Context: an optimization exercise on an open-source flow, tuned for a short achievable clock period and few clock cycles. The choices shown serve that exercise and are no tape-out recipe. The RTL was checked by simulation tests, not by an equivalence proof against the original design. No activity file was given, so power comes from the tool's default toggle rates.

### flow/run.sh
#!/bin/bash
# synth_recipe.tcl (not shown) runs the flow's synth.tcl, then flattens the netlist and writes it again
# the make line also repeats each setting of config.mk as NAME=value (left out here)
make -C /OpenROAD-flow-scripts/flow DESIGN_CONFIG=/design/flow/config.mk WORK_HOME=/design/flow/orfs CLKGATE_MAP_FILE= SYNTH_SCRIPT=/design/flow/synth_recipe.tcl finish
### flow/config.mk
export PLATFORM = sky130hd
export DESIGN_NAME = oac_core
export DESIGN_NICKNAME = oac_core
export VERILOG_FILES = /design/flow/design.v
export SDC_FILE = /design/flow/constraint.sdc
export NUM_CORES = 4
export LEC_CHECK = 0
export ABC_CLOCK_PERIOD_IN_PS = 4000
export CAP_MARGIN = 20
export CORE_MARGIN = 2
export CORE_UTILIZATION = 40
export SETUP_SLACK_MARGIN = 5
export SLEW_MARGIN = 20
export TNS_END_PERCENT = 30
### flow/constraint.sdc
create_clock -name core_clock -period 10.0 [get_ports {clk}]
set_input_delay 2.0000 -clock core_clock [delete_from_list [all_inputs] [get_ports {clk}]]
set_output_delay 2.0000 -clock core_clock [all_outputs]
set_load 0.01 [all_outputs]
### flow/design.v
module oac_core_rd #(parameter W = 36) (
    input  wire [128*W-1:0] d,
    input  wire [127:0]     s,
    output wire [W-1:0]     q
);
    wire [W-1:0] l1 [0:31];
    wire [W-1:0] l2 [0:7];
    genvar i;
    generate
        for (i = 0; i < 32; i = i + 1) begin : g1
            assign l1[i] = (d[W*(4*i)   +: W] & {W{s[4*i]}})   |
                           (d[W*(4*i+1) +: W] & {W{s[4*i+1]}}) |
                           (d[W*(4*i+2) +: W] & {W{s[4*i+2]}}) |
                           (d[W*(4*i+3) +: W] & {W{s[4*i+3]}});
        end
        for (i = 0; i < 8; i = i + 1) begin : g2
            assign l2[i] = l1[4*i] | l1[4*i+1] | l1[4*i+2] | l1[4*i+3];
        end
    endgenerate
    assign q = l2[0] | l2[1] | l2[2] | l2[3] | l2[4] | l2[5] | l2[6] | l2[7];
endmodule
module oac_core_rd32 #(parameter W = 36) (
    input  wire [32*W-1:0] d,
    input  wire [31:0]     s,
    output wire [W-1:0]    q
);
    wire [W-1:0] l1 [0:7];
    genvar i;
    generate
        for (i = 0; i < 8; i = i + 1) begin : g1
            assign l1[i] = (d[W*(4*i)   +: W] & {W{s[4*i]}})   |
                           (d[W*(4*i+1) +: W] & {W{s[4*i+1]}}) |
                           (d[W*(4*i+2) +: W] & {W{s[4*i+2]}}) |
                           (d[W*(4*i+3) +: W] & {W{s[4*i+3]}});
        end
    endgenerate
    assign q = l1[0] | l1[1] | l1[2] | l1[3] | l1[4] | l1[5] | l1[6] | l1[7];
endmodule
module oac_core (
    input  wire        clk,
    input  wire        rst,           
    output wire        mem_req,
    output wire        mem_we,
    output wire [6:0]  mem_addr,
    output wire [31:0] mem_wdata,
    input  wire        mem_ack,
    input  wire [31:0] mem_rdata,
    output wire        halted,
    output wire        faulted,
    output reg  [1:0]  fault_kind,
    output reg  [31:0] fault_value,
    output wire [31:0] pc_out,
    output wire [31:0] x0_out,
    output wire [31:0] x1_out,
    output wire [31:0] x2_out,
    output wire [31:0] x3_out,
    output wire [1:0]  flags_out,
    output wire [31:0] stk_top_out
);
    localparam [6:0] STACK_TOP_INIT = 7'd112;
    localparam [6:0] STACK_BOTTOM   = 7'd96;
    localparam [1:0] F_OOB = 2'd0, F_BADREG = 2'd1, F_OVERFLOW = 2'd2, F_UNDERFLOW = 2'd3;
    integer i;
    genvar  g;
    reg [4095:0] mm;                  
    reg [127:0]  mv;                  
    reg [127:0]  m_op;                
    reg [127:0]  m_rg;                
    reg [127:0]  m_ad;                
    wire [128*36-1:0] ent;
    generate
        for (g = 0; g < 128; g = g + 1) begin : g_ent
            assign ent[36*g +: 36] = {mv[g], m_op[g], m_rg[g], m_ad[g], mm[32*g +: 32]};
        end
    endgenerate
    wire [32*36-1:0] bank [0:3];
    wire [31:0]      bank_v [0:3];
    generate
        for (g = 0; g < 128; g = g + 1) begin : g_bank
            assign bank[g % 4][36*(g / 4) +: 36] = ent[36*g +: 36];
            assign bank_v[g % 4][g / 4] = mv[g];
        end
    endgenerate
    reg        req_v, req_we;
    reg [6:0]  req_addr;
    reg [31:0] req_wdata;
    reg        outst, inf_we;
    reg [6:0]  inf_addr;
    reg [127:0] inf_oh;
    assign mem_req   = req_v;
    assign mem_we    = req_we;
    assign mem_addr  = req_addr;
    assign mem_wdata = req_wdata;
    wire accept   = req_v & (~outst | mem_ack);    
    wire bus_load = ~req_v | accept;               
    wire fill_ack = outst & mem_ack & ~inf_we;
    wire [2:0] pd_rd = {(mem_rdata[31:5] == 27'd0) && (mem_rdata[4:0] <= 5'd20),
                        (mem_rdata[31:2] == 30'd0), (mem_rdata[31:7] == 25'd0)};
    reg        mw_v, mw_push;
    reg [6:0]  mw_addr;
    reg [127:0] mw_oh;
    reg [31:0] mw_data;
    localparam QD = 8;
    reg [7*QD-1:0]  wq_addr;
    reg [32*QD-1:0] wq_data;
    reg [2:0]       wq_head;
    reg [3:0]       wq_n;
    wire            wq_any  = (wq_n != 4'd0);
    wire            wq_full = (wq_n == QD);
    wire [2:0]      wq_tail = wq_head + wq_n[2:0];
    reg [31:0] pc;
    reg [31:0] qoh;                    
    reg [6:0]  sp;                     
    reg        lp_v;                   
    reg [6:0]  lp_addr;
    reg [7:0]  lp_data;
    reg [31:0] x0, x1, x2, x3;
    reg        flag_z, flag_n;
    reg        f_end;                  
    reg        end_fault;
    reg        done_h, done_f;
    assign halted      = done_h;
    assign faulted     = done_f;
    assign pc_out      = pc;
    assign x0_out      = x0;
    assign x1_out      = x1;
    assign x2_out      = x2;
    assign x3_out      = x3;
    assign flags_out   = {flag_n, flag_z};
    assign stk_top_out = {25'd0, sp};
    reg        r_v;
    reg        r_needd;
    reg [6:0]  r_daddr;
    reg [127:0] r_doh;
    reg [31:0] r_imm;
    reg        r_wr, r_push;
    reg [6:0]  r_waddr;
    reg [1:0]  r_a, r_b, r_dst;
    reg        r_azero, r_bxb, r_inv, r_cin, r_wreg, r_wflags;
    reg        r_br, r_pred;             
    reg [1:0]  r_bt;                     
    reg [31:0] r_alt;                    
    reg [6:0]  r_sp;                     
    reg        x_v;
    reg [31:0] x_opa, x_opb;             
    reg        x_wr, x_push;
    reg [6:0]  x_waddr;
    reg [3:0]  x_wx;                     
    reg        x_cin, x_wflags;
    reg        x_br, x_pred;
    reg [1:0]  x_bt;
    reg [31:0] x_alt;
    reg [6:0]  x_sp;
    wire [6:0]  p7    = pc[6:0];
    wire        pc_ok = (pc[31:7] == 25'd0);
    wire [1:0]  pm = pc[1:0];
    wire [31:0] qoh1 = {qoh[30:0], 1'b0};
    wire [31:0] qoh2 = {qoh[29:0], 2'b0};
    wire [35:0] bq [0:3];
    wire [3:0]  bv2;                   
    generate
        for (g = 0; g < 4; g = g + 1) begin : g_bq
            wire nxt = (g < pm);
            oac_core_rd32 #(36) u_rdb (.d(bank[g]), .s(nxt ? qoh1 : qoh), .q(bq[g]));
            oac_core_rd32 #(1)  u_rdv (.d(bank_v[g]), .s(nxt ? qoh2 : qoh1), .q(bv2[g]));
        end
    endgenerate
    wire [35:0] m0 = bq[pm];
    wire [35:0] m1 = bq[pm + 2'd1];
    wire [35:0] m2 = bq[pm + 2'd2];
    wire [35:0] m3 = bq[pm + 2'd3];
    wire [35:0] e0 = m0;
    wire [35:0] e1 = m1;
    wire [35:0] e2 = m2;
    wire [31:0] w0 = e0[31:0];
    wire [31:0] w1 = e1[31:0];
    wire [31:0] w2 = e2[31:0];
    wire        v0 = e0[35], v1 = e1[35], v2 = e2[35];
    wire        isop    = e0[34];
    wire        w1_reg  = e1[33];
    wire        w1_addr = e1[32];
    wire        w2_reg  = e2[33];
    wire        w2_addr = e2[32];
    wire [7:0]  p8 = {1'b0, p7};
    wire [7:0]  p1 = p8 + 8'd1;
    wire [7:0]  p2 = p8 + 8'd2;
    wire [7:0]  p3 = p8 + 8'd3;
    wire        p1ok = ~p1[7];
    wire        p2ok = ~p2[7];
    wire [15:0] soh = 16'd1 << sp[3:0];
    reg  [35:0] es;
    always @(*) begin
        es = 36'd0;
        for (i = 0; i < 16; i = i + 1)
            es = es | (ent[36*(96+i) +: 36] & {36{soh[i]}});
    end
    wire        lp_hit  = lp_v & (lp_addr == {3'b110, sp[3:0]});
    wire [31:0] ws = lp_hit ? {24'd0, lp_data} : es[31:0];
    wire        ws_addr = lp_hit ? ~lp_data[7] : es[32];
    wire        sp_top = (sp == STACK_TOP_INIT);
    wire        sp_bot = (sp == STACK_BOTTOM);
    wire [4:0]  op   = w0[4:0];
    wire is_add  = isop && op == 5'd0;
    wire is_sub  = isop && op == 5'd1;
    wire is_jmp  = isop && op == 5'd2;
    wire is_jz   = isop && (op == 5'd3 || op == 5'd19);
    wire is_jn   = isop && op == 5'd4;
    wire is_read = isop && op == 5'd5;
    wire is_st   = isop && op == 5'd6;
    wire is_ldi  = isop && op == 5'd7;
    wire is_inc  = isop && op == 5'd8;
    wire is_mov  = isop && op == 5'd9;
    wire is_call = isop && op == 5'd10;
    wire is_ret  = isop && op == 5'd11;
    wire is_addr = isop && op == 5'd12;
    wire is_subr = isop && op == 5'd13;
    wire is_jnz  = isop && (op == 5'd14 || op == 5'd20);
    wire is_incm = isop && op == 5'd15;
    wire is_addm = isop && op == 5'd16;
    wire is_subm = isop && op == 5'd17;
    wire is_cmp  = isop && op == 5'd18;
    wire is_rr   = is_mov | is_addr | is_subr | is_cmp;
    wire is_rm   = is_addm | is_subm;
    wire is3     = is_rr | is_rm;
    wire is_mema = is_add | is_sub | is_read | is_st | is_incm;
    wire is_cond = is_jz | is_jn | is_jnz;
    wire need1 = isop & ~is_inc & ~is_ret & p1ok;
    wire need2 = is3 & p2ok;
    wire needS = is_ret & ~sp_top;
    wire wa_r = r_v & r_wr;
    wire wa_x = x_v & x_wr;
    wire [6:0] dr = r_waddr - p7;
    wire [6:0] dx = x_waddr - p7;
    wire [6:0] dw = mw_addr - p7;
    wire [6:0] s7 = {3'b110, sp[3:0]};
    wire haz_code = (wa_r & (dr <= 7'd2)) | (wa_x & (dx <= 7'd2)) | (mw_v & (dw <= 7'd2));
    wire haz_stk  = (wa_r & (r_waddr == s7)) | (wa_x & (x_waddr == s7)) | (mw_v & (mw_addr == s7));
    wire haz_stkw = (wa_r & ~r_push & (r_waddr == s7)) | (wa_x & ~x_push & (x_waddr == s7)) |
                    (mw_v & ~mw_push & (mw_addr == s7));
    wire flags_busy = (r_v & r_wflags) | (x_v & x_wflags);
    wire f_ready = ~pc_ok |
                   (v0 & ~haz_code & (~need1 | v1) & (~need2 | v2) &
                    (~needS | (lp_hit ? ~haz_stkw : (es[35] & ~haz_stk))));
    reg        f_fault;
    reg [1:0]  f_fk;
    reg [31:0] f_fv;
    always @(*) begin
        f_fault = 1'b0;
        f_fk    = F_OOB;
        f_fv    = pc;
        if (!pc_ok) begin
            f_fault = 1'b1; f_fk = F_OOB; f_fv = pc;
        end else if (!isop || is_inc) begin
            f_fault = 1'b0;
        end else if (is_ret) begin
            if (sp_top) begin f_fault = 1'b1; f_fk = F_UNDERFLOW; f_fv = {25'd0, sp}; end
        end else if (!p1ok) begin
            f_fault = 1'b1; f_fk = F_OOB; f_fv = {24'd0, p1};
        end else if (is3) begin
            if (!w1_reg) begin
                f_fault = 1'b1; f_fk = F_BADREG; f_fv = w1;
            end else if (!p2ok) begin
                f_fault = 1'b1; f_fk = F_OOB; f_fv = {24'd0, p2};
            end else if (is_rr && !w2_reg) begin
                f_fault = 1'b1; f_fk = F_BADREG; f_fv = w2;
            end else if (is_rm && !w2_addr) begin
                f_fault = 1'b1; f_fk = F_OOB; f_fv = w2;
            end
        end else if (is_mema && !w1_addr) begin
            f_fault = 1'b1; f_fk = F_OOB; f_fv = w1;
        end else if (is_call && sp_bot) begin
            f_fault = 1'b1; f_fk = F_OVERFLOW; f_fv = {25'd0, sp};
        end
    end
    wire f_halt = pc_ok & ~isop;
    wire f_cond  = (is_jz & flag_z) | (is_jnz & ~flag_z) | (is_jn & flag_n);
    wire f_back  = is_jnz;
    wire f_guess = is_cond & flags_busy;
    wire f_take  = f_guess ? f_back : f_cond;
    wire f_tojmp = is_jmp | is_call | (is_cond & f_take);
    reg [31:0] f_npc;
    always @(*) begin
        if (is_inc)                       f_npc = {24'd0, p1};
        else if (is3)                     f_npc = {24'd0, p3};
        else if (is_ret)                  f_npc = ws;
        else if (f_tojmp)                 f_npc = w1;
        else                              f_npc = {24'd0, p2};
    end
    wire [31:0] oh_w1 = w1_addr ? (32'd1 << w1[6:2]) : 32'd0;
    wire [31:0] oh_ws = ws_addr ? (32'd1 << ws[6:2]) : 32'd0;
    wire c1 = (pm == 2'd3);
    wire c2 = pm[1];
    wire c3 = (pm != 2'd0);
    reg  [31:0] f_nqoh;
    always @(*) begin
        if (is_inc)                       f_nqoh = c1 ? qoh1 : qoh;
        else if (is3)                     f_nqoh = c3 ? qoh1 : qoh;
        else if (is_ret)                  f_nqoh = oh_ws;
        else if (f_tojmp)                 f_nqoh = oh_w1;
        else                              f_nqoh = c2 ? qoh1 : qoh;
    end
    wire f_needx = ~(is_jmp | is_ret | (is_cond & ~f_guess));
    wire [6:0] f_daddr = is_rm ? w2[6:0] : w1[6:0];
    wire [35:0] ed;
    oac_core_rd #(36) u_rdd (.d(ent), .s(r_doh), .q(ed));
    wire [31:0] rd_m  = ed[31:0];
    wire        rd_v  = ed[35];
    wire        r_wbhit = mw_v & (mw_addr == r_daddr);
    wire        r_xhit  = wa_x & (x_waddr == r_daddr);
    wire        r_ready = ~r_needd | ((rd_v | r_wbhit) & ~r_xhit);
    wire [31:0] r_d = ~r_needd ? r_imm : (r_wbhit ? mw_data : rd_m);
    wire r_cond = (r_bt == 2'd0) ? flag_z : ((r_bt == 2'd1) ? ~flag_z : flag_n);
    wire r_chk  = r_v & r_br & ~(x_v & x_wflags);
    wire [31:0] alu_r = x_opa + x_opb + {31'd0, x_cin};
    wire [31:0] z_t   = x_opa ^ x_opb;
    wire [31:0] z_c   = {x_opa[30:0] | x_opb[30:0], x_cin};
    wire        alu_z = (z_t == z_c);
    reg  [31:0] ra, rb;
    always @(*) begin
        case (r_a)
            2'd0: ra = x0; 2'd1: ra = x1; 2'd2: ra = x2; default: ra = x3;
        endcase
        case (r_b)
            2'd0: rb = x0; 2'd1: rb = x1; 2'd2: rb = x2; default: rb = x3;
        endcase
    end
    wire        fwd_a  = x_commit & x_wx[r_a] & ~r_azero;
    wire        fwd_b  = x_commit & x_wx[r_b];
    wire [31:0] r_opa  = fwd_a ? alu_r : (r_azero ? 32'd0 : ra);
    wire [31:0] r_opb0 = r_bxb ? (fwd_b ? alu_r : rb) : r_d;
    wire [31:0] r_opb  = r_opb0 ^ {32{r_inv}};
    wire x_cond = (x_bt == 2'd0) ? flag_z : ((x_bt == 2'd1) ? ~flag_z : flag_n);
    wire x_stall  = x_v & x_wr & wq_full;
    wire x_commit = x_v & ~x_stall;
    wire x_free   = ~x_v | ~x_stall;
    wire x_mis    = x_v & x_br & (x_cond != x_pred);
    wire r_move   = r_v & r_ready & x_free;
    wire r_mis    = r_move & r_chk & (r_cond != r_pred) & ~x_mis;
    wire r_free   = ~r_v | r_move;
    wire flush    = x_mis | r_mis;
    wire f_run    = ~f_end;
    wire f_go     = f_run & f_ready & r_free & ~flush;
    wire f_stop   = f_go & (f_fault | f_halt);
    wire f_issue  = f_go & ~f_fault & ~f_halt;
    wire [31:0]  fl_pc  = x_mis ? x_alt : r_alt;
    wire [6:0]   fl_sp  = x_mis ? x_sp  : r_sp;
    wire [31:0]  fl_qoh = (fl_pc[31:7] == 25'd0) ? (32'd1 << fl_pc[6:2]) : 32'd0;
    wire enq      = x_commit & x_wr;
    wire done     = done_h | done_f;
    wire wr_go    = wq_any & (wq_full | f_end | ~fc_v | done);
    wire deq      = bus_load & wr_go;
    wire direct   = enq & bus_load & ~wq_any & ~(fc_v & ~done);
    wire drained  = ~r_v & ~x_v & ~wq_any & ~(req_v & req_we) &
                    ~(outst & inf_we & ~mem_ack);
    wire [7:0] vk;
    assign vk[0] = m0[35];
    assign vk[1] = m1[35];
    assign vk[2] = m2[35];
    assign vk[3] = m3[35];
    assign vk[4] = bv2[pm];
    assign vk[5] = bv2[pm + 2'd1];
    assign vk[6] = bv2[pm + 2'd2];
    assign vk[7] = bv2[pm + 2'd3];
    wire ex_req = req_v & ~req_we;
    wire ex_inf = outst & ~inf_we;
    reg        fc_v;
    reg [6:0]  fc_a;
    reg [6:0]  ca;
    always @(*) begin
        fc_v = 1'b0;
        fc_a = r_daddr;
        ca   = p7;
        if (r_v & r_needd & ~rd_v & ~r_wbhit & ~r_xhit &
            ~(ex_req & (req_addr == r_daddr)) & ~(ex_inf & (inf_addr == r_daddr))) begin
            fc_v = 1'b1;
            fc_a = r_daddr;
        end else begin
            for (i = 7; i >= 0; i = i - 1) begin
                ca = p7 + i[6:0];
                if (f_run & pc_ok & ({1'b0, p7} + i[7:0] < 8'd128) & ~vk[i] &
                    ~(ex_req & (req_addr == ca)) & ~(ex_inf & (inf_addr == ca)) &
                    ~(mw_v & (mw_addr == ca))) begin
                    fc_v = 1'b1;
                    fc_a = ca;
                end
            end
        end
    end
    wire [2:0] pd_mw = {(mw_data[31:5] == 27'd0) && (mw_data[4:0] <= 5'd20),
                        (mw_data[31:2] == 30'd0), (mw_data[31:7] == 25'd0)};
    always @(posedge clk) begin
        if (rst) begin
            mv        <= 128'd0;
            req_v     <= 1'b1;
            req_we    <= 1'b0;
            req_addr  <= 7'd0;
            req_wdata <= 32'd0;
            outst     <= 1'b0;
            inf_we    <= 1'b0;
            inf_addr  <= 7'd0;
            inf_oh    <= 128'd0;
            mw_v      <= 1'b0;
            wq_head   <= 3'd0;
            wq_n      <= 4'd0;
            pc        <= 32'd0;
            qoh       <= 32'd1;
            lp_v      <= 1'b0;
            sp        <= STACK_TOP_INIT;
            x0 <= 32'd0; x1 <= 32'd0; x2 <= 32'd0; x3 <= 32'd0;
            flag_z    <= 1'b0;
            flag_n    <= 1'b0;
            f_end     <= 1'b0;
            end_fault <= 1'b0;
            done_h    <= 1'b0;
            done_f    <= 1'b0;
            fault_kind  <= 2'd0;
            fault_value <= 32'd0;
            r_v       <= 1'b0;
            x_v       <= 1'b0;
        end else begin
            for (i = 0; i < 128; i = i + 1) begin
                if (mw_v && mw_oh[i]) begin
                    mm[32*i +: 32] <= mw_data;
                    {m_op[i], m_rg[i], m_ad[i]} <= pd_mw;
                    mv[i]          <= 1'b1;
                end else if (fill_ack && inf_oh[i] && !mv[i]) begin
                    mm[32*i +: 32] <= mem_rdata;
                    {m_op[i], m_rg[i], m_ad[i]} <= pd_rd;
                    mv[i]          <= 1'b1;
                end
            end
            if (accept) begin
                outst    <= 1'b1;
                inf_we   <= req_we;
                inf_addr <= req_addr;
                inf_oh   <= 128'd1 << req_addr;
            end else if (mem_ack) begin
                outst    <= 1'b0;
            end
            if (bus_load) begin
                if (wr_go) begin
                    req_v     <= 1'b1;
                    req_we    <= 1'b1;
                    req_addr  <= wq_addr[7*wq_head +: 7];
                    req_wdata <= wq_data[32*wq_head +: 32];
                end else if (fc_v && !done) begin
                    req_v     <= 1'b1;
                    req_we    <= 1'b0;
                    req_addr  <= fc_a;
                end else if (enq) begin
                    req_v     <= 1'b1;
                    req_we    <= 1'b1;
                    req_addr  <= x_waddr;
                    req_wdata <= alu_r;
                end else begin
                    req_v     <= 1'b0;
                    req_we    <= 1'b0;
                end
            end
            mw_v    <= enq;
            mw_push <= x_push;
            mw_addr <= x_waddr;
            mw_oh   <= 128'd1 << x_waddr;
            mw_data <= alu_r;
            if (enq && !direct) begin
                wq_addr[7*wq_tail +: 7]   <= x_waddr;
                wq_data[32*wq_tail +: 32] <= alu_r;
            end
            if (deq) wq_head <= wq_head + 3'd1;
            wq_n <= wq_n + {3'd0, enq & ~direct} - {3'd0, deq};
            if (x_commit) begin
                if (x_wx[0]) x0 <= alu_r;
                if (x_wx[1]) x1 <= alu_r;
                if (x_wx[2]) x2 <= alu_r;
                if (x_wx[3]) x3 <= alu_r;
                if (x_wflags) begin
                    flag_z <= alu_z;
                    flag_n <= alu_r[31];
                end
            end
            if (x_free) begin
                x_v      <= r_move & ~x_mis;
                x_br     <= r_br & ~r_chk;
                x_pred   <= r_pred;
                x_bt     <= r_bt;
                x_alt    <= r_alt;
                x_sp     <= r_sp;
                x_opa    <= r_opa;
                x_opb    <= r_opb;
                x_wr     <= r_wr;
                x_push   <= r_push;
                x_waddr  <= r_waddr;
                x_wx     <= r_wreg ? (4'd1 << r_dst) : 4'd0;
                x_cin    <= r_cin;
                x_wflags <= r_wflags;
            end
            if (x_mis) begin
                r_v      <= 1'b0;
            end else if (r_free) begin
                r_v      <= f_issue & f_needx;
                r_br     <= f_guess;
                r_pred   <= f_back;
                r_bt     <= is_jz ? 2'd0 : (is_jnz ? 2'd1 : 2'd2);
                r_alt    <= f_back ? {24'd0, p2} : w1;
                r_sp     <= sp;
                r_needd  <= is_add | is_sub | is_read | is_incm | is_rm;
                r_daddr  <= f_daddr;
                r_doh    <= 128'd1 << f_daddr;
                r_imm    <= is_ldi ? w1 : (is_call ? {24'd0, p2} : 32'd0);
                r_wr     <= is_st | is_incm | is_call;
                r_push   <= is_call;
                r_waddr  <= is_call ? (sp - 7'd1) : w1[6:0];
                r_a      <= is3 ? w1[1:0] : 2'd0;
                r_b      <= w2[1:0];
                r_dst    <= is_rr ? w2[1:0] : (is_rm ? w1[1:0] : 2'd0);
                r_azero  <= is_read | is_ldi | is_incm | is_call;
                r_bxb    <= is_addr | is_subr | is_cmp;
                r_inv    <= is_sub | is_subr | is_cmp | is_subm;
                r_cin    <= is_sub | is_subr | is_cmp | is_subm | is_inc | is_incm;
                r_wreg   <= is_add | is_sub | is_read | is_ldi | is_inc | is_mov |
                            is_addr | is_subr | is_addm | is_subm;
                r_wflags <= is_add | is_sub | is_inc | is_addr | is_subr | is_cmp;
            end
            if (flush) begin
                lp_v  <= 1'b0;
            end else if (f_issue) begin
                if (is_call) begin
                    lp_v    <= 1'b1;
                    lp_addr <= sp - 7'd1;
                    lp_data <= p2;
                end else if ((is_st | is_incm) && w1[6:0] == lp_addr) begin
                    lp_v    <= 1'b0;
                end
            end
            if (flush) begin
                pc    <= fl_pc;
                qoh   <= fl_qoh;
                sp    <= fl_sp;
                f_end <= 1'b0;
            end else if (f_issue) begin
                pc  <= f_npc;
                qoh <= f_nqoh;
                if (is_call) sp <= sp - 7'd1;
                if (is_ret)  sp <= sp + 7'd1;
            end
            if (f_stop) begin
                f_end       <= 1'b1;
                end_fault   <= f_fault;
                fault_kind  <= f_fk;
                fault_value <= f_fv;
            end
            if (f_end && drained) begin
                done_h <= ~end_fault;
                done_f <= end_fault;
            end
        end
    end
endmodule
==> Flow_metrics.wiki, run 1 <==
{| class="wikitable"
! Metric !! Value
|-
| Run status || aborted with a tool error
|-
| Halt Stage || global routing (5_1_grt)
|-
| Log Error || [ERROR GRT-0116] Global routing finished with congestion. Check the congestion regions in the DRC Viewer.
|-
| Count of hold buffers inserted by post-cts repair || 0
|-
| Area of the mapped netlist || 0.316 mm2
|-
| Count of flip-flops with a built-in enable after synthesis || 5,329
|-
| Maximum number of pins on one net before global-route repair || 169
|-
| Root cell of the clock tree || clkbuf_16
|-
| Maximum clock path buffer count || 4
|-
| Synth Area per Inst || 12.3 um2
|-
| Synth cell count leaders || edfxtp_1 (5,329), mux2_2 (4,337), clkbuf_1 (2,620)
|-
| Dominant register cell in the synthesized netlist || edfxtp_1
|-
| Top cells by area, synth || edfxtp_1 (51%), mux2_2 (15%), a22oi_1 (5.7%)
|-
| Starting density of the core || 40.1%
|-
| Number of distinct standard cells referenced by the synthesized netlist || 109
|-
| Share of synthesized area occupied by flip-flops and latches || 54.2%
|-
| Overall die width || 892 um
|-
| Number of warning messages in the yosys log || 4
|-
| Placer's final routability congestion estimate || 1.26
|-
| Total global-route track usage || 93.5%
|-
| Total half-perimeter wirelength after legalization and detailed placement || 2,330,000 um
|-
| Via count of the first global-routing pass || 383,000
|-
| Boundary Pins || 306
|-
| Post-synthesis sequential element count || 5,885
|-
| Fraction of synthesis flops using an asynchronous set or reset pin || 0%
|-
| Leading cell type by number of instances after synthesis || edfxtp_1
|-
| Height of the die || 892 um
|-
| Number of buffers created by CTS || 692
|-
| Wire length of the first global-routing pass || 4,950,000 um
|-
| GR Overflow Total || 6,635
|-
| Number of H-tree levels || 6
|-
| Count of buffers inserted at the top-level ports || 280
|-
| Share of Yosys cell area claimed by the top area cell type || 50.7%
|-
| Sinks on the clock net || 5,885
|-
| Post-synthesis instance total || 25,700
|-
| Leading area contributor after synthesis || edfxtp_1
|-
| Number of rows created at floorplan || 326
|}
-- metal layers --
| layer | GRT overflow | global-route usage [%] |
|---|---|---|
| met2 | 2176 | 97.8 |
| met4 | 1785 | 90.0 |
| met5 | 180 | 81.9 |
| met1 | 1085 | 94.3 |
| met3 | 1409 | 90.1 |
-- cells by family after synthesis --
| logic type | share of synthesized area [%] |
|---|---|
| adder cells (fa/ha/maj) | 0.480 |
| XOR/XNOR | 0.856 |
| other | 0.00119 |
| flip-flops | 54.2 |
| multiplexers | 16.7 |
| AND/OR/NAND/NOR | 6.73 |
| buffers and inverters | 3.93 |
| AO/OA/AOI/OAI | 17.1 |
-- worst max path at each step --
stage	slack, ns	startpoint	to
2_1_floorplan	3.71	pc[1]	wq_addr[0]
4_1_cts	4.18	pc[1]	qoh[18]
3_3_place_gp	1.14	pc[1]	pc[8]
3_5_place_dp	1.41	pc[0]	wq_n[2]
-- metrics by stage --
| step | std cells | hold slack [ns] | area, um2 | worst slack, ns |
|---|---|---|---|---|
| floorplan | 25700 | 0.400 | 316000 | 3.71 |
| global placement | 35300 | 0.423 | 340000 | 1.14 |
| detailed placement | 35300 | 0.431 | 340000 | 1.41 |
| CTS | 37100 | 0.432 | 373000 | 4.18 |
-- power groups by stage --
| stage | Sequential (mW) | Combinational (mW) | Clock (mW) |
|---|---|---|---|
| after floorplan | 28.1 | 7.22 | 0 |
| after global placement | 28.4 | 15.7 | 0 |
| after detailed placement | 28.4 | 15.7 | 0 |
| after CTS | 27.9 | 17.7 | 26.6 |
-- what timing repair did --
action                     4_1_cts
cloned                          54
buffers inserted               427
pin swaps                      169
setup endpoints to repair     1537
resized for setup              966
Testbench counts, summed over its fixed seeds: cycles 12,684.
==> inputs of run 2 (changes only) <==
--- a/flow/design.v
+++ b/flow/design.v
@@ -19,6 +19,17 @@
     endgenerate
     assign q = l2[0] | l2[1] | l2[2] | l2[3] | l2[4] | l2[5] | l2[6] | l2[7];
 endmodule
+module oac_core_bsel (
+    input  wire [31:0]  row,
+    input  wire [1:0]   lo,
+    output wire [127:0] bs
+);
+    wire [31:0] nrow = {row[30:0], 1'b0};
+    assign bs[31:0]   = (lo != 2'd0) ? nrow : row;
+    assign bs[63:32]  = lo[1]        ? nrow : row;
+    assign bs[95:64]  = (lo == 2'd3) ? nrow : row;
+    assign bs[127:96] = row;
+endmodule
 module oac_core_rd32 #(parameter W = 36) (
     input  wire [32*W-1:0] d,
     input  wire [31:0]     s,
@@ -110,6 +121,8 @@
     wire [2:0]      wq_tail = wq_head + wq_n[2:0];
     reg [31:0] pc;
     reg [31:0] qoh;                    
+    reg [127:0] bsel;                  
+    reg [3:0]  pmoh;                   
     reg [6:0]  sp;                     
     reg        lp_v;                   
     reg [6:0]  lp_addr;
@@ -117,6 +130,9 @@
     reg [31:0] x0, x1, x2, x3;
     reg        flag_z, flag_n;
     reg        f_end;                  
+    reg [31:0] end_pc;                 
+    reg [6:0]  end_sp;
+    reg        fcv_q;                  
     reg        end_fault;
     reg        done_h, done_f;
     assign halted      = done_h;
@@ -160,15 +176,19 @@
     wire [3:0]  bv2;                   
     generate
         for (g = 0; g < 4; g = g + 1) begin : g_bq
-            wire nxt = (g < pm);
-            oac_core_rd32 #(36) u_rdb (.d(bank[g]), .s(nxt ? qoh1 : qoh), .q(bq[g]));
-            oac_core_rd32 #(1)  u_rdv (.d(bank_v[g]), .s(nxt ? qoh2 : qoh1), .q(bv2[g]));
+            wire [31:0] sb = bsel[32*g +: 32];
+            oac_core_rd32 #(36) u_rdb (.d(bank[g]), .s(sb), .q(bq[g]));
+            oac_core_rd32 #(1)  u_rdv (.d(bank_v[g]), .s({sb[30:0], 1'b0}), .q(bv2[g]));
         end
     endgenerate
-    wire [35:0] m0 = bq[pm];
-    wire [35:0] m1 = bq[pm + 2'd1];
-    wire [35:0] m2 = bq[pm + 2'd2];
-    wire [35:0] m3 = bq[pm + 2'd3];
+    wire [35:0] m0 = ({36{pmoh[0]}} & bq[0]) | ({36{pmoh[1]}} & bq[1]) |
+                     ({36{pmoh[2]}} & bq[2]) | ({36{pmoh[3]}} & bq[3]);
+    wire [35:0] m1 = ({36{pmoh[3]}} & bq[0]) | ({36{pmoh[0]}} & bq[1]) |
+                     ({36{pmoh[1]}} & bq[2]) | ({36{pmoh[2]}} & bq[3]);
+    wire [35:0] m2 = ({36{pmoh[2]}} & bq[0]) | ({36{pmoh[3]}} & bq[1]) |
+                     ({36{pmoh[0]}} & bq[2]) | ({36{pmoh[1]}} & bq[3]);
+    wire [35:0] m3 = ({36{pmoh[1]}} & bq[0]) | ({36{pmoh[2]}} & bq[1]) |
+                     ({36{pmoh[3]}} & bq[2]) | ({36{pmoh[0]}} & bq[3]);
     wire [35:0] e0 = m0;
     wire [35:0] e1 = m1;
     wire [35:0] e2 = m2;
@@ -299,10 +319,37 @@
         else if (f_tojmp)                 f_nqoh = oh_w1;
         else                              f_nqoh = c2 ? qoh1 : qoh;
     end
+    wire [31:0]  fl_pc  = x_mis ? x_alt : r_alt;
+    wire [6:0]   fl_sp  = x_mis ? x_sp  : r_sp;
+    wire [31:0]  fl_qoh = (fl_pc[31:7] == 25'd0) ? (32'd1 << fl_pc[6:2]) : 32'd0;
+    wire [127:0] bs_p1, bs_p2, bs_p3, bs_w1, bs_ws, bs_fl;
+    oac_core_bsel u_bs1 (.row(c1 ? qoh1 : qoh), .lo(p1[1:0]),   .bs(bs_p1));
+    oac_core_bsel u_bs2 (.row(c2 ? qoh1 : qoh), .lo(p2[1:0]),   .bs(bs_p2));
+    oac_core_bsel u_bs3 (.row(c3 ? qoh1 : qoh), .lo(p3[1:0]),   .bs(bs_p3));
+    oac_core_bsel u_bsj (.row(oh_w1),           .lo(w1[1:0]),   .bs(bs_w1));
+    oac_core_bsel u_bsr (.row(oh_ws),           .lo(ws[1:0]),   .bs(bs_ws));
+    oac_core_bsel u_bsf (.row(fl_qoh),          .lo(fl_pc[1:0]), .bs(bs_fl));
+    reg  [127:0] f_nbsel;
+    reg  [3:0]   f_npmoh;
+    always @(*) begin
+        if (is_inc)       begin f_nbsel = bs_p1; f_npmoh = 4'd1 << p1[1:0]; end
+        else if (is3)     begin f_nbsel = bs_p3; f_npmoh = 4'd1 << p3[1:0]; end
+        else if (is_ret)  begin f_nbsel = bs_ws; f_npmoh = 4'd1 << ws[1:0]; end
+        else if (f_tojmp) begin f_nbsel = bs_w1; f_npmoh = 4'd1 << w1[1:0]; end
+        else              begin f_nbsel = bs_p2; f_npmoh = 4'd1 << p2[1:0]; end
+    end
     wire f_needx = ~(is_jmp | is_ret | (is_cond & ~f_guess));
     wire [6:0] f_daddr = is_rm ? w2[6:0] : w1[6:0];
     wire [35:0] ed;
-    oac_core_rd #(36) u_rdd (.d(ent), .s(r_doh), .q(ed));
+    wire [128*33-1:0] entd;
+    generate
+        for (g = 0; g < 128; g = g + 1) begin : g_entd
+            assign entd[33*g +: 33] = {mv[g], mm[32*g +: 32]};
+        end
+    endgenerate
+    wire [32:0] ed33;
+    oac_core_rd #(33) u_rdd (.d(entd), .s(r_doh), .q(ed33));
+    assign ed = {ed33[32], 3'b000, ed33[31:0]};
     wire [31:0] rd_m  = ed[31:0];
     wire        rd_v  = ed[35];
     wire        r_wbhit = mw_v & (mw_addr == r_daddr);
@@ -342,12 +389,9 @@
     wire f_go     = f_run & f_ready & r_free & ~flush;
     wire f_stop   = f_go & (f_fault | f_halt);
     wire f_issue  = f_go & ~f_fault & ~f_halt;
-    wire [31:0]  fl_pc  = x_mis ? x_alt : r_alt;
-    wire [6:0]   fl_sp  = x_mis ? x_sp  : r_sp;
-    wire [31:0]  fl_qoh = (fl_pc[31:7] == 25'd0) ? (32'd1 << fl_pc[6:2]) : 32'd0;
     wire enq      = x_commit & x_wr;
     wire done     = done_h | done_f;
-    wire wr_go    = wq_any & (wq_full | f_end | ~fc_v | done);
+    wire wr_go    = wq_any & (wq_full | f_end | ~fcv_q | done);
     wire deq      = bus_load & wr_go;
     wire direct   = enq & bus_load & ~wq_any & ~(fc_v & ~done);
     wire drained  = ~r_v & ~x_v & ~wq_any & ~(req_v & req_we) &
@@ -357,10 +401,10 @@
     assign vk[1] = m1[35];
     assign vk[2] = m2[35];
     assign vk[3] = m3[35];
-    assign vk[4] = bv2[pm];
-    assign vk[5] = bv2[pm + 2'd1];
-    assign vk[6] = bv2[pm + 2'd2];
-    assign vk[7] = bv2[pm + 2'd3];
+    assign vk[4] = |(pmoh & bv2);
+    assign vk[5] = |({pmoh[2:0], pmoh[3]}   & bv2);
+    assign vk[6] = |({pmoh[1:0], pmoh[3:2]} & bv2);
+    assign vk[7] = |({pmoh[0],   pmoh[3:1]} & bv2);
     wire ex_req = req_v & ~req_we;
     wire ex_inf = outst & ~inf_we;
     reg        fc_v;
@@ -404,6 +448,8 @@
             wq_n      <= 4'd0;
             pc        <= 32'd0;
             qoh       <= 32'd1;
+            bsel      <= {4{32'd1}};
+            pmoh      <= 4'd1;
             lp_v      <= 1'b0;
             sp        <= STACK_TOP_INIT;
             x0 <= 32'd0; x1 <= 32'd0; x2 <= 32'd0; x3 <= 32'd0;
@@ -418,7 +464,7 @@
             r_v       <= 1'b0;
             x_v       <= 1'b0;
         end else begin
-            for (i = 0; i < 128; i = i + 1) begin
+                        for (i = 0; i < 128; i = i + 1) begin
                 if (mw_v && mw_oh[i]) begin
                     mm[32*i +: 32] <= mw_data;
                     {m_op[i], m_rg[i], m_ad[i]} <= pd_mw;
@@ -447,7 +493,7 @@
                     req_v     <= 1'b1;
                     req_we    <= 1'b0;
                     req_addr  <= fc_a;
-                end else if (enq) begin
+                end else if (enq && !wq_any) begin
                     req_v     <= 1'b1;
                     req_we    <= 1'b1;
                     req_addr  <= x_waddr;
@@ -457,6 +503,7 @@
                     req_we    <= 1'b0;
                 end
             end
+            fcv_q   <= fc_v;
             mw_v    <= enq;
             mw_push <= x_push;
             mw_addr <= x_waddr;
@@ -535,15 +582,24 @@
             if (flush) begin
                 pc    <= fl_pc;
                 qoh   <= fl_qoh;
+                bsel  <= bs_fl;
+                pmoh  <= 4'd1 << fl_pc[1:0];
                 sp    <= fl_sp;
                 f_end <= 1'b0;
-            end else if (f_issue) begin
+            end else if (f_end) begin
+                pc  <= end_pc;
+                sp  <= end_sp;
+            end else if (f_go) begin
                 pc  <= f_npc;
                 qoh <= f_nqoh;
+                bsel <= f_nbsel;
+                pmoh <= f_npmoh;
                 if (is_call) sp <= sp - 7'd1;
                 if (is_ret)  sp <= sp + 7'd1;
             end
             if (f_stop) begin
+                end_pc      <= pc;
+                end_sp      <= sp;
                 f_end       <= 1'b1;
                 end_fault   <= f_fault;
                 fault_kind  <= f_fk;
--- a/flow/config.mk
+++ b/flow/config.mk
@@ -8,7 +8,7 @@
 export ABC_CLOCK_PERIOD_IN_PS = 4000
 export CAP_MARGIN = 20
 export CORE_MARGIN = 2
-export CORE_UTILIZATION = 40
+export CORE_UTILIZATION = 25
 export SETUP_SLACK_MARGIN = 5
 export SLEW_MARGIN = 20
 export TNS_END_PERCENT = 30
==> run 2 against run 1 <==
Effect of this change:
- the run again fails in global routing (5_1_grt)
- area after synthesis increased by 3.8%
- synthesized cell count grew 7.3%
==> Flow_metrics.wiki, run 2 <==
{| class="wikitable"
! Metric !! Value
|-
| Area of the mapped netlist || 0.328 mm2
|-
| Number of distinct standard cells referenced by the synthesized netlist || 116
|-
| Synth cell count leaders || edfxtp_1 (5,369), mux2_2 (4,201), a22oi_1 (2,953)
|-
| Run status || aborted with a tool error
|-
| Synth Area per Inst || 11.9 um2
|-
| Sinks on the clock net || 6,025
|-
| Proportion of synthesized area in mux cells || 16.4%
|-
| Overall die width || 1150 um
|-
| Number of rows created at floorplan || 420
|-
| Number of H-tree levels || 6
|-
| Leading cell type by number of instances after synthesis || edfxtp_1
|-
| Halt Stage || global routing (5_1_grt)
|-
| Share of Yosys cell area claimed by the top area cell type || 49.2%
|-
| Count of flip-flops with a built-in enable after synthesis || 5,369
|-
| Main combinational cell family by area after synthesis || compound AO/OA/AOI/OAI gates
|-
| Height of the die || 1150 um
|-
| Post-synthesis share of cell area spent on full adders, half adders and majority gates || 0.463%
|-
| Maximum number of pins on one net before global-route repair || 129
|-
| Total half-perimeter wirelength after legalization and detailed placement || 2,960,000 um
|-
| Log Error || [ERROR GRT-0232] Routing congestion too high. Check the congestion heatmap in the GUI.
|-
| Area share of and/or/nand/nor cells after synthesis || 7.22%
|-
| Boundary Pins || 306
|-
| Placed Cells incl. Taps || 44,200
|-
| Dominant register cell in the synthesized netlist || edfxtp_1
|-
| Maximum clock path buffer count || 5
|-
| Placer's final routability congestion estimate || 1.13
|-
| Number of warning messages in the yosys log || 4
|-
| Compound-gate portion of the synthesized area || 17.8%
|-
| Starting density of the core || 25.1%
|-
| Total global-route track usage || 65.8%
|-
| Fraction of synthesis flops using an asynchronous set or reset pin || 0%
|-
| Root cell of the clock tree || clkbuf_16
|-
| Post-synthesis instance total || 27,500
|-
| GR Overflow Total || 2
|-
| Number of buffers created by CTS || 788
|-
| Post-synthesis sequential element count || 6,025
|-
| Top cells by area, synth || edfxtp_1 (49%), mux2_2 (14%), a22oi_1 (6.8%)
|-
| Xor/xnor share of the synthesized area || 0.790%
|-
| Share of synthesized area occupied by flip-flops and latches || 53.2%
|-
| Count of buffers inserted at the top-level ports || 280
|-
| Count of hold buffers inserted by post-cts repair || 0
|-
| Leading area contributor after synthesis || edfxtp_1
|}
run 2: changes by cell type after synthesis, sizes merged, moves of 204 or more:
cell / before / now
o21ai: 857 / 1070
a22oi: 2415 / 2953
nand4: 551 / 761
nor2: 679 / 1071
mux2i: 58 / 311
clkbuf: 2621 / 2887
a21oi: 559 / 786
a221oi: 1309 / 1045
o22ai: 21 / 225
run 2: worst min-delay path by stage:
stage                     endpoint   from  slack [ns]  depth (start not counted)
after floorplan              x_cin  r_cin        0.40                          0
after global placement       x_cin  r_cin        0.42                          0
after CTS                    x_cin  r_cin        0.43                          0
after detailed placement     x_cin  r_cin        0.41                          0
run 2: timing repair:
item / in CTS
setup endpoints to repair: 2148
pin swaps: 220
resized for setup: 1357
setup buffers: 603
gates cloned: 45
run 2: per-layer routing:
layer,track usage (%),GRT overflow
met1,69.7,0
met2,76.8,2
met3,52.4,0
met4,62.1,0
met5,29.9,0
run 2: cell families after synthesis:
family	after synthesis
compound gates	8007
mux	4658
fa+ha+maj	117
flops	6025
buf+inv	3506
simple gates	4938
xor+xnor	291
other cells	1
run 2: power groups by stage:
stage	registers (mW)	clock network (mW)	logic, mW
floorplan	30.2	0	22.6
global placement	32.8	0	66.1
detailed placement	32.8	0	65.7
CTS	31.6	29.7	71.8
run 2: through the flow:
stage / setup slack, ns / TNS, ns / instance area, um2 / hold WS [ns]
2_1_floorplan: -0.670 / -209.19 / 328000 / 0.400
3_5_place_dp: 1.72 / 0 / 365000 / 0.413
4_1_cts: 4.76 / 0 / 403000 / 0.435
3_3_place_gp: 1.56 / 0 / 364000 / 0.423
Testbench counts of run 2, summed over its fixed seeds: cycles 12,688.
==> inputs of run 3 (changes only) <==
--- a/flow/design.v
+++ b/flow/design.v
@@ -30,6 +30,21 @@
     assign bs[95:64]  = (lo == 2'd3) ? nrow : row;
     assign bs[127:96] = row;
 endmodule
+module oac_core_pk (
+    input  wire [31:0] w,
+    output wire [6:0]  k
+);
+    wire       op = (w[31:5] == 27'd0);
+    wire [4:0] o  = w[4:0];
+    assign k[6] = op && o == 5'd8;
+    assign k[5] = op && o == 5'd11;
+    assign k[4] = op && (o == 5'd9 || o == 5'd12 || o == 5'd13 || o == 5'd16 ||
+                         o == 5'd17 || o == 5'd18);
+    assign k[3] = op && (o == 5'd2 || o == 5'd10);
+    assign k[2] = op && (o == 5'd3 || o == 5'd19);
+    assign k[1] = op && (o == 5'd14 || o == 5'd20);
+    assign k[0] = op && o == 5'd4;
+endmodule
 module oac_core_rd32 #(parameter W = 36) (
     input  wire [32*W-1:0] d,
     input  wire [31:0]     s,
@@ -78,17 +93,18 @@
     reg [127:0]  m_op;                
     reg [127:0]  m_rg;                
     reg [127:0]  m_ad;                
-    wire [128*36-1:0] ent;
+    reg [7*128-1:0] m_k;              
+    wire [128*43-1:0] ent;
     generate
         for (g = 0; g < 128; g = g + 1) begin : g_ent
-            assign ent[36*g +: 36] = {mv[g], m_op[g], m_rg[g], m_ad[g], mm[32*g +: 32]};
+            assign ent[43*g +: 43] = {m_k[7*g +: 7], mv[g], m_op[g], m_rg[g], m_ad[g], mm[32*g +: 32]};
         end
     endgenerate
-    wire [32*36-1:0] bank [0:3];
+    wire [32*43-1:0] bank [0:3];
     wire [31:0]      bank_v [0:3];
     generate
         for (g = 0; g < 128; g = g + 1) begin : g_bank
-            assign bank[g % 4][36*(g / 4) +: 36] = ent[36*g +: 36];
+            assign bank[g % 4][43*(g / 4) +: 43] = ent[43*g +: 43];
             assign bank_v[g % 4][g / 4] = mv[g];
         end
     endgenerate
@@ -107,6 +123,8 @@
     wire fill_ack = outst & mem_ack & ~inf_we;
     wire [2:0] pd_rd = {(mem_rdata[31:5] == 27'd0) && (mem_rdata[4:0] <= 5'd20),
                         (mem_rdata[31:2] == 30'd0), (mem_rdata[31:7] == 25'd0)};
+    wire [6:0] pk_rd;
+    oac_core_pk u_pk_rd (.w(mem_rdata), .k(pk_rd));
     reg        mw_v, mw_push;
     reg [6:0]  mw_addr;
     reg [127:0] mw_oh;
@@ -120,9 +138,9 @@
     wire            wq_full = (wq_n == QD);
     wire [2:0]      wq_tail = wq_head + wq_n[2:0];
     reg [31:0] pc;
-    reg [31:0] qoh;                    
     reg [127:0] bsel;                  
     reg [3:0]  pmoh;                   
+    wire [31:0] qoh = bsel[127:96];    
     reg [6:0]  sp;                     
     reg        lp_v;                   
     reg [6:0]  lp_addr;
@@ -133,17 +151,19 @@
     reg [31:0] end_pc;                 
     reg [6:0]  end_sp;
     reg        fcv_q;                  
+    reg [31:0] pc_q;                   
+    reg [6:0]  sp_q;                   
     reg        end_fault;
     reg        done_h, done_f;
     assign halted      = done_h;
     assign faulted     = done_f;
-    assign pc_out      = pc;
+    assign pc_out      = pc_q;
     assign x0_out      = x0;
     assign x1_out      = x1;
     assign x2_out      = x2;
     assign x3_out      = x3;
     assign flags_out   = {flag_n, flag_z};
-    assign stk_top_out = {25'd0, sp};
+    assign stk_top_out = {25'd0, sp_q};
     reg        r_v;
     reg        r_needd;
     reg [6:0]  r_daddr;
@@ -172,26 +192,26 @@
     wire [1:0]  pm = pc[1:0];
     wire [31:0] qoh1 = {qoh[30:0], 1'b0};
     wire [31:0] qoh2 = {qoh[29:0], 2'b0};
-    wire [35:0] bq [0:3];
+    wire [42:0] bq [0:3];
     wire [3:0]  bv2;                   
     generate
         for (g = 0; g < 4; g = g + 1) begin : g_bq
             wire [31:0] sb = bsel[32*g +: 32];
-            oac_core_rd32 #(36) u_rdb (.d(bank[g]), .s(sb), .q(bq[g]));
+            oac_core_rd32 #(43) u_rdb (.d(bank[g]), .s(sb), .q(bq[g]));
             oac_core_rd32 #(1)  u_rdv (.d(bank_v[g]), .s({sb[30:0], 1'b0}), .q(bv2[g]));
         end
     endgenerate
-    wire [35:0] m0 = ({36{pmoh[0]}} & bq[0]) | ({36{pmoh[1]}} & bq[1]) |
-                     ({36{pmoh[2]}} & bq[2]) | ({36{pmoh[3]}} & bq[3]);
-    wire [35:0] m1 = ({36{pmoh[3]}} & bq[0]) | ({36{pmoh[0]}} & bq[1]) |
-                     ({36{pmoh[1]}} & bq[2]) | ({36{pmoh[2]}} & bq[3]);
-    wire [35:0] m2 = ({36{pmoh[2]}} & bq[0]) | ({36{pmoh[3]}} & bq[1]) |
-                     ({36{pmoh[0]}} & bq[2]) | ({36{pmoh[1]}} & bq[3]);
-    wire [35:0] m3 = ({36{pmoh[1]}} & bq[0]) | ({36{pmoh[2]}} & bq[1]) |
-                     ({36{pmoh[3]}} & bq[2]) | ({36{pmoh[0]}} & bq[3]);
-    wire [35:0] e0 = m0;
-    wire [35:0] e1 = m1;
-    wire [35:0] e2 = m2;
+    wire [42:0] m0 = ({43{pmoh[0]}} & bq[0]) | ({43{pmoh[1]}} & bq[1]) |
+                     ({43{pmoh[2]}} & bq[2]) | ({43{pmoh[3]}} & bq[3]);
+    wire [42:0] m1 = ({43{pmoh[3]}} & bq[0]) | ({43{pmoh[0]}} & bq[1]) |
+                     ({43{pmoh[1]}} & bq[2]) | ({43{pmoh[2]}} & bq[3]);
+    wire [42:0] m2 = ({43{pmoh[2]}} & bq[0]) | ({43{pmoh[3]}} & bq[1]) |
+                     ({43{pmoh[0]}} & bq[2]) | ({43{pmoh[1]}} & bq[3]);
+    wire [42:0] m3 = ({43{pmoh[1]}} & bq[0]) | ({43{pmoh[2]}} & bq[1]) |
+                     ({43{pmoh[3]}} & bq[2]) | ({43{pmoh[0]}} & bq[3]);
+    wire [42:0] e0 = m0;
+    wire [42:0] e1 = m1;
+    wire [42:0] e2 = m2;
     wire [31:0] w0 = e0[31:0];
     wire [31:0] w1 = e1[31:0];
     wire [31:0] w2 = e2[31:0];
@@ -212,7 +232,7 @@
     always @(*) begin
         es = 36'd0;
         for (i = 0; i < 16; i = i + 1)
-            es = es | (ent[36*(96+i) +: 36] & {36{soh[i]}});
+            es = es | (ent[43*(96+i) +: 36] & {36{soh[i]}});
     end
     wire        lp_hit  = lp_v & (lp_addr == {3'b110, sp[3:0]});
     wire [31:0] ws = lp_hit ? {24'd0, lp_data} : es[31:0];
@@ -223,25 +243,26 @@
     wire is_add  = isop && op == 5'd0;
     wire is_sub  = isop && op == 5'd1;
     wire is_jmp  = isop && op == 5'd2;
-    wire is_jz   = isop && (op == 5'd3 || op == 5'd19);
-    wire is_jn   = isop && op == 5'd4;
+    wire is_jz   = e0[38];
+    wire is_jn   = e0[36];
+    wire is_uj   = e0[39];                
     wire is_read = isop && op == 5'd5;
     wire is_st   = isop && op == 5'd6;
     wire is_ldi  = isop && op == 5'd7;
-    wire is_inc  = isop && op == 5'd8;
+    wire is_inc  = e0[42];
     wire is_mov  = isop && op == 5'd9;
     wire is_call = isop && op == 5'd10;
-    wire is_ret  = isop && op == 5'd11;
+    wire is_ret  = e0[41];
     wire is_addr = isop && op == 5'd12;
     wire is_subr = isop && op == 5'd13;
-    wire is_jnz  = isop && (op == 5'd14 || op == 5'd20);
+    wire is_jnz  = e0[37];
     wire is_incm = isop && op == 5'd15;
     wire is_addm = isop && op == 5'd16;
     wire is_subm = isop && op == 5'd17;
     wire is_cmp  = isop && op == 5'd18;
     wire is_rr   = is_mov | is_addr | is_subr | is_cmp;
     wire is_rm   = is_addm | is_subm;
-    wire is3     = is_rr | is_rm;
+    wire is3     = e0[40];
     wire is_mema = is_add | is_sub | is_read | is_st | is_incm;
     wire is_cond = is_jz | is_jn | is_jnz;
     wire need1 = isop & ~is_inc & ~is_ret & p1ok;
@@ -297,7 +318,7 @@
     wire f_back  = is_jnz;
     wire f_guess = is_cond & flags_busy;
     wire f_take  = f_guess ? f_back : f_cond;
-    wire f_tojmp = is_jmp | is_call | (is_cond & f_take);
+    wire f_tojmp = is_uj | (is_cond & f_take);
     reg [31:0] f_npc;
     always @(*) begin
         if (is_inc)                       f_npc = {24'd0, p1};
@@ -415,7 +436,8 @@
         fc_a = r_daddr;
         ca   = p7;
         if (r_v & r_needd & ~rd_v & ~r_wbhit & ~r_xhit &
-            ~(ex_req & (req_addr == r_daddr)) & ~(ex_inf & (inf_addr == r_daddr))) begin
+            ~(ex_req & (req_addr == r_daddr)) & ~(ex_inf & (inf_addr == r_daddr)) &
+            ~(fh_v & (fh_addr == r_daddr))) begin
             fc_v = 1'b1;
             fc_a = r_daddr;
         end else begin
@@ -423,15 +445,28 @@
                 ca = p7 + i[6:0];
                 if (f_run & pc_ok & ({1'b0, p7} + i[7:0] < 8'd128) & ~vk[i] &
                     ~(ex_req & (req_addr == ca)) & ~(ex_inf & (inf_addr == ca)) &
-                    ~(mw_v & (mw_addr == ca))) begin
+                    ~(mw_v & (mw_addr == ca)) & ~(fh_v & (fh_addr == ca))) begin
                     fc_v = 1'b1;
                     fc_a = ca;
                 end
             end
         end
     end
+    wire [6:0] pk_mw;
+    oac_core_pk u_pk_mw (.w(mw_data), .k(pk_mw));
     wire [2:0] pd_mw = {(mw_data[31:5] == 27'd0) && (mw_data[4:0] <= 5'd20),
                         (mw_data[31:2] == 30'd0), (mw_data[31:7] == 25'd0)};
+    reg         fh_v;
+    reg [127:0] fh_oh;
+    reg [6:0]   fh_addr;
+    reg [31:0]  fh_data;
+    reg [2:0]   fh_pd;
+    reg [6:0]   fh_pk;
+    wire        wm_fh   = ~mw_v & fh_v;
+    wire        wm_rd   = ~mw_v & ~fh_v & fill_ack;
+    wire [31:0] wm_data = mw_v ? mw_data : (fh_v ? fh_data : mem_rdata);
+    wire [2:0]  wm_pd   = mw_v ? pd_mw : (fh_v ? fh_pd : pd_rd);
+    wire [6:0]  wm_pk   = mw_v ? pk_mw : (fh_v ? fh_pk : pk_rd);
     always @(posedge clk) begin
         if (rst) begin
             mv        <= 128'd0;
@@ -444,10 +479,12 @@
             inf_addr  <= 7'd0;
             inf_oh    <= 128'd0;
             mw_v      <= 1'b0;
+            fh_v      <= 1'b0;
             wq_head   <= 3'd0;
             wq_n      <= 4'd0;
             pc        <= 32'd0;
-            qoh       <= 32'd1;
+            pc_q      <= 32'd0;
+            sp_q      <= STACK_TOP_INIT;
             bsel      <= {4{32'd1}};
             pmoh      <= 4'd1;
             lp_v      <= 1'b0;
@@ -465,16 +502,23 @@
             x_v       <= 1'b0;
         end else begin
                         for (i = 0; i < 128; i = i + 1) begin
-                if (mw_v && mw_oh[i]) begin
-                    mm[32*i +: 32] <= mw_data;
-                    {m_op[i], m_rg[i], m_ad[i]} <= pd_mw;
-                    mv[i]          <= 1'b1;
-                end else if (fill_ack && inf_oh[i] && !mv[i]) begin
-                    mm[32*i +: 32] <= mem_rdata;
-                    {m_op[i], m_rg[i], m_ad[i]} <= pd_rd;
+                if (mw_v ? mw_oh[i] : ((wm_fh ? fh_oh[i] : (wm_rd & inf_oh[i])) && !mv[i])) begin
+                    mm[32*i +: 32] <= wm_data;
+                    {m_op[i], m_rg[i], m_ad[i]} <= wm_pd;
+                    m_k[7*i +: 7]  <= wm_pk;
                     mv[i]          <= 1'b1;
                 end
             end
+            if (fill_ack && !wm_rd) begin
+                fh_v    <= 1'b1;
+                fh_oh   <= inf_oh;
+                fh_addr <= inf_addr;
+                fh_data <= mem_rdata;
+                fh_pd   <= pd_rd;
+                fh_pk   <= pk_rd;
+            end else if (wm_fh) begin
+                fh_v    <= 1'b0;
+            end
             if (accept) begin
                 outst    <= 1'b1;
                 inf_we   <= req_we;
@@ -504,6 +548,8 @@
                 end
             end
             fcv_q   <= fc_v;
+            pc_q    <= f_end ? end_pc : pc;
+            sp_q    <= f_end ? end_sp : sp;
             mw_v    <= enq;
             mw_push <= x_push;
             mw_addr <= x_waddr;
@@ -581,7 +627,6 @@
             end
             if (flush) begin
                 pc    <= fl_pc;
-                qoh   <= fl_qoh;
                 bsel  <= bs_fl;
                 pmoh  <= 4'd1 << fl_pc[1:0];
                 sp    <= fl_sp;
@@ -591,7 +636,6 @@
                 sp  <= end_sp;
             end else if (f_go) begin
                 pc  <= f_npc;
-                qoh <= f_nqoh;
                 bsel <= f_nbsel;
                 pmoh <= f_npmoh;
                 if (is_call) sp <= sp - 7'd1;
--- a/flow/config.mk
+++ b/flow/config.mk
@@ -8,7 +8,9 @@
 export ABC_CLOCK_PERIOD_IN_PS = 4000
 export CAP_MARGIN = 20
 export CORE_MARGIN = 2
-export CORE_UTILIZATION = 25
-export SETUP_SLACK_MARGIN = 5
+export CORE_UTILIZATION = 30
+export GPL_TIMING_DRIVEN = 0
+export PLACE_DENSITY = 0.38
+export SETUP_SLACK_MARGIN = 4
 export SLEW_MARGIN = 20
-export TNS_END_PERCENT = 30
+export TNS_END_PERCENT = 20
==> run 3 against run 2 <==
Effect of this change:
- area after synthesis fell by 4.1%
- the flow again stops in global routing (5_1_grt)
- synthesized cell count fell by 14%
==> Flow_metrics.wiki, run 3 <==
{| class="wikitable"
! Metric !! Value
|-
| Via count of the first global-routing pass || 411,000
|-
| Place WS || 0.289 ns
|-
| Share of synthesized area occupied by flip-flops and latches || 66.0%
|-
| Synth cell count leaders || edfxtp_1 (6,442), a22oi_1 (3,591), nand2_1 (1,593)
|-
| Synth Area per Inst || 13.3 um2
|-
| Fraction of synthesis flops using an asynchronous set or reset pin || 0%
|-
| Placed Cells incl. Taps || 41,000
|-
| Total half-perimeter wirelength after legalization and detailed placement || 3,310,000 um
|-
| Maximum clock path buffer count || 5
|-
| Count of buffers inserted at the top-level ports || 279
|-
| Placer's final routability congestion estimate || 1.21
|-
| Boundary Pins || 306
|-
| Wire length of the first global-routing pass || 6,140,000 um
|-
| Halt Stage || global routing (5_1_grt)
|-
| Number of warning messages in the yosys log || 4
|-
| Top cells by area, synth || edfxtp_1 (62%), a22oi_1 (8.6%), dfxtp_1 (4.4%)
|-
| Sinks on the clock net || 7,138
|-
| Total global-route track usage || 88.2%
|-
| Height of the die || 1030 um
|-
| Post-synthesis instance total || 23,700
|-
| Number of distinct standard cells referenced by the synthesized netlist || 110
|-
| Dominant register cell in the synthesized netlist || edfxtp_1
|-
| Maximum number of pins on one net before global-route repair || 129
|-
| Area of the mapped netlist || 0.314 mm2
|-
| Leading cell type by number of instances after synthesis || edfxtp_1
|-
| Starting density of the core || 30.0%
|-
| Number of H-tree levels || 6
|-
| Placed instance area || 0.412 mm2
|-
| Number of buffers created by CTS || 840
|-
| Leading area contributor after synthesis || edfxtp_1
|-
| Count of flip-flops with a built-in enable after synthesis || 6,442
|-
| Share of Yosys cell area claimed by the top area cell type || 61.5%
|-
| Log Error || [ERROR GRT-0116] Global routing finished with congestion. Check the congestion regions in the DRC Viewer.
|-
| Post-synthesis sequential element count || 7,138
|-
| Run status || aborted with a tool error
|-
| Number of rows created at floorplan || 376
|-
| Overall die width || 1030 um
|-
| GR Overflow Total || 14,900
|-
| Root cell of the clock tree || clkbuf_16
|}
==> run 3: cell count changes after synthesis, sizes merged, moves of 62 or more <==
cell,delta
clkbuf,-1345
nand4,+108
buf,+83
a21oi,-62
o21ai,-353
or3,+140
mux2,-4038
o22ai,-68
nor2,-77
edfxtp,+1073
a22oi,+641
nand2,-155
nand3b,-112
==> run 3: metal layers <==
metal  global-route usage [%]  overflow
met1                     88.5      1262
met2                     97.0      7839
met3                     81.6      1477
met4                     83.7      4155
met5                     67.1       161
==> run 3: power groups by stage <==
stage | combinational (mW) | sequential (mW) | clock (mW)
floorplan | 19.4 | 34.9 | 0
global placement | 59.7 | 36.2 | 0
detailed placement | 69.0 | 35.4 | 0
CTS | 71.6 | 34.8 | 31.9
==> run 3: repair_timing <==
item                                    in CTS
cloned                                       5
gates resized for setup                   1082
pin swaps                                   96
endpoints found under the setup margin     748
setup buffers                               78
hold buffers                                 0
==> run 3: cell families after synthesis <==
logic type | after synthesis | synth area share (%)
flip-flops | 7138 | 66.0
multiplexers | 668 | 2.77
other | 1 | 0.00119
XOR/XNOR | 321 | 0.904
AO/OA/AOI/OAI | 8248 | 19.5
buffers and inverters | 2271 | 2.79
adder cells (fa/ha/maj) | 117 | 0.482
AND/OR/NAND/NOR | 4904 | 7.57
==> run 3: worst max-delay path by stage <==
stage | endpoint | slack, ns
floorplan | r_a[0] | 1.60
global placement | mm[2425] | -14.45
detailed placement | bsel[90] | 0.29
CTS | bsel[48] | 3.83
Testbench counts of run 3, summed over its fixed seeds: cycles 13,060.
